This design comes from an exercise in tuning for small area, a short achievable clock period and few clock cycles on the open sky130 flow, not from production work.
Function was checked by simulation only, so behaviour that the tests miss may differ from the original.
Power figures rest on the tool's default switching activity, not on a simulated workload.

## 04-04
==> flow/design.v (excerpt) <==
module mctp_tx (
    input  wire        clk,
    input  wire        rst,           
    input  wire        start_valid,
    output wire        start_ready,
    input  wire [12:0] cfg_len,       
    input  wire [7:0]  cfg_mtu,       
    input  wire [31:0] cfg_addr,      
    input  wire        cfg_to,        
    input  wire        cfg_pec_xor,   
    input  wire        cfg_mic,       
    input  wire        in_valid,
    output wire        in_ready,
    input  wire [7:0]  in_data,
    output reg         out_valid,
    input  wire        out_ready,
    output reg  [7:0]  out_data,
    output reg         out_sop,       
    output reg         out_eop        
);
Settings: LEC_CHECK=0, CAP_MARGIN=20, CORE_MARGIN=2, CORE_UTILIZATION=40, CTS_BUF_LIST=sky130_fd_sc_hd__clkbuf_8, CTS_CLUSTER_SIZE=30, SETUP_SLACK_MARGIN=2.9, SLEW_MARGIN=20, SYNTH_HIERARCHICAL=1, TNS_END_PERCENT=10; clock period 5.0 ns.
standard.sh (not shown) runs the stock make flow with config.mk's settings and CLKGATE_MAP_FILE= SYNTH_SCRIPT=/design/flow/synth_recipe.tcl, a recipe that flattens the netlist after the stock synthesis.
==> flow/flow/run.sh <==
#!/bin/bash
# The standard layout (standard.sh: the standard flow's synthesis and ORFS flow), with the
# port buffers made of sky130_fd_sc_hd__buf_1 cells instead of the default
# delay-buffer cells, and clock tree synthesis without dummy loads.
# make's full output goes to flow_make.log.
set -euo pipefail
export BUFFER_PORTS_ARGS="-buffer_cell sky130_fd_sc_hd__buf_1"
export CTS_ARGS="-sink_clustering_enable -repair_clock_nets -dont_use_dummy_load -buf_list sky130_fd_sc_hd__clkbuf_8 -sink_clustering_size 30"
bash standard.sh > flow_make.log 2>&1
04-04: PASS, flow complete, no timing, DRC or antenna violations
Testbench counts of 04-04, summed over its fixed seeds: cycles 49,716.
Input-level comparison between 03-11 and 04-04:
- TNS_END_PERCENT now 40, was 10
- SETUP_SLACK_MARGIN now 2.8, was 2.9
Results
From 04-04 to 03-11 the numbers moved as follows: worst hold slack across all endpoints has increased, sequential share of layout area moved up. NOTE: worst-case setup margin in the final layout in 03-11 falls short of that of 04-04. In 03-11 the routed wire length turned out 440 µm lower than in 04-04. More vias were needed by 04-04 than by 03-11. Global-route wire length before repair on 03-11 is down relative to 04-04. Changes observed in 03-11 relative to 04-04: total design power roughly the same; critical path depth roughly the same; routed wire length per instance lower; met2 track demand over resource higher.


Setup of build 50:
mctp_tx again, from the RTL that the note above started with.
clock: 5.0 ns
lec_check: 0
cap_margin: 20
core_margin: 2
core_utilization: 40
cts_buf_list: sky130_fd_sc_hd__clkbuf_8
cts_cluster_size: 30
gpl_routability_driven: 0
setup_slack_margin: 2.8
slew_margin: 20
synth_hierarchical: 1
tns_end_percent: 40
Scripts as last shown in full above: flow/flow/run.sh
Testbench counts of build 50, summed over its fixed seeds: cycles 49,716.
> inputs changed (build 50 -> build 78)
Settings: a change of TNS_END_PERCENT from 40 to 10; a deleted GPL_ROUTABILITY_DRIVEN that had been 0.
[summary]
Build 78 ends up with higher layout cell share with drive strength beyond 1 than build 50 does. Cmp build 78 vs build 50: global-route usage higher in build 78. Between build 78 and build 50, the area of the multi-input gates does not differ in any meaningful way. Comparing build 78 and build 50, the lower multi-input combinational area share was measured on build 78. Build 78 packs its core tighter than build 50. Build 50 was smaller in final cell area than build 78. Build 50 reports its critical path class as in -> reg while build 78 reports reg -> reg. Comparing build 78 and build 50, the higher cell area reported after detailed placement is on build 50. Looking at build 78 and build 50, the cell depth of the worst min-delay path is a wash. Diff build 50..build 78 | power | negligible. Taking build 50 as the reference, in build 78 sequential share of cell area lower; synthesized-area fraction occupied by xor and xnor cells roughly the same.
Input changes introduced in build 77 (baseline for comparison: build 78):
Settings: a change of TNS_END_PERCENT from 10 to 25; a change of SETUP_SLACK_MARGIN from 2.8 to 2.9.
--- outcome ---
Comparing build 78 against build 77, there is no change at all in number of antenna violations at the first check in global routing. Build 77: overall power of the completed layout is about 1% higher than what build 78 reported. Summary of build 77 over build 78: proportion of power drawn by the clock network now sits lower; register-to-register slack climbed 0.03 ns; relative area of clock buffers and inverters in the final design held; switching part of the total shows an increase of 0.20 points. Build 77 vs build 78: post-route fraction of the period consumed by the critical path down. Going from build 78 to build 77, top fanout value on the critical path lost 8, global-route usage neither gained nor lost much, wire length picked up an extra 610 um.
Edits applied to the flow inputs when going from build 77 to build 15:
Settings: a change of SETUP_SLACK_MARGIN from 2.9 to 2.85; a change of TNS_END_PERCENT from 25 to 40.
- Comparing build 77 and build 15, the lower proportion of cell area occupied by multi-input gates was measured on build 77.
- Design area: build 15 better than build 77
- Build 15 ends up with a sequential share of layout area that is 0.93 points higher than in build 77.
- For clock skew, build 77 and build 15 come out practically identical.
- Build 15 finished every stage and its layout cleared the timing, design-rule and antenna checks.
The inputs of build 5 differ from those of build 15 as listed below.
Settings: swapping 40 for 70 in TNS_END_PERCENT; swapping 2.85 for 2.8 in SETUP_SLACK_MARGIN.
### Flow results
Sequential share of layout area in build 5 vs build 15: up 0.39 points. Summary — global routing met2 resource utilization, build 5 relative to build 15: higher, by 0.90 points. The lower wire length of the first global-routing pass came out of build 5. Build 5 ended up with crc8[2] as its end point of the critical path; build 15 ended up with crc32[12]. On clock latency reported for the late side of the worst-skew pair, build 5 and build 15 are neck and neck. Final setup slack of the worst path was higher in the run labelled build 15. Layout net count: build 5 vs build 15 down 9. Number of cells after detailed placement of build 5 is on par with build 15. Between build 15 and build 5, switching power of the nets decreased. Compared with build 15, build 5 is the less power-hungry design. Build 5 does worse than build 15 on final period demand of the worst path. Build 5 ended up with reg -> reg as its category of the most critical setup path; build 15 ended up with in -> reg.
[inputs] build 44 vs build 5
Settings: TNS_END_PERCENT changed from 70 to 25.
Findings:
- The fmax on build 5 is in line with that on build 44.
- Between build 44 and build 5, the register-to-register setup slack does not differ in any meaningful way.
- Comparing build 5 and build 44, the higher clock group share of total power was measured on build 5.
- For build 5, the cell type of the slowest stage on the worst timing path was dfxtp_4, unlike build 44, where it was or4_4.
- Build 44: design area is 1.1% lower than what build 5 reported.
- Area growth from synthesis to final layout was lower in build 44 than in build 5.
- Taking build 5 as the reference, in build 44 combinational cell fraction of total power lower; met2 capacity usage during global routing roughly the same; total power lower.

static timing again, ports no longer ideal:
No port has a modelled driver above. Below, the same layouts with a new extraction and two added sets of constraints. Step 1, drivers: a clkbuf_16 drives clk and a buf_2 each remaining input, both assumed. Step 2 times the ports against the registers' clock, not the clock port: input delays grow and output delays shrink by t, the midpoint of the rising clock arrivals with the driver on. Three values: ideal ports, drivers, drivers and shift; two values: the first two.
run | t (ns) | setup slack, ns | hold WS [ns]
04-04 | 0.476 | 2.796 / 2.804 / 2.337 | 0.459 / 0.459 / 0.459
03-11 | 0.495 | 2.766 / 2.770 / 2.275 | 0.488 / 0.488 / 0.488
build 50 | 0.495 | 2.766 / 2.770 / 2.275 | 0.488 / 0.488 / 0.488
build 78 | 0.487 | 2.769 / 2.751 / 2.263 | 0.470 / 0.470 / 0.470
build 77 | 0.478 | 2.799 / 2.799 / 2.402 | 0.460 / 0.460 / 0.460
build 15 | 0.483 | 2.798 / 2.823 / 2.340 | 0.496 / 0.496 / 0.496
build 5 | 0.490 | 2.780 / 2.780 / 2.356 | 0.500 / 0.500 / 0.500
build 44 | 0.488 | 2.778 / 2.769 / 2.281 | 0.475 / 0.475 / 0.475
After both steps every run listed still meets setup and hold. The setup slack of build 78, which loses most, moves by -0.018 ns with the drivers and by -0.506 ns with both steps.
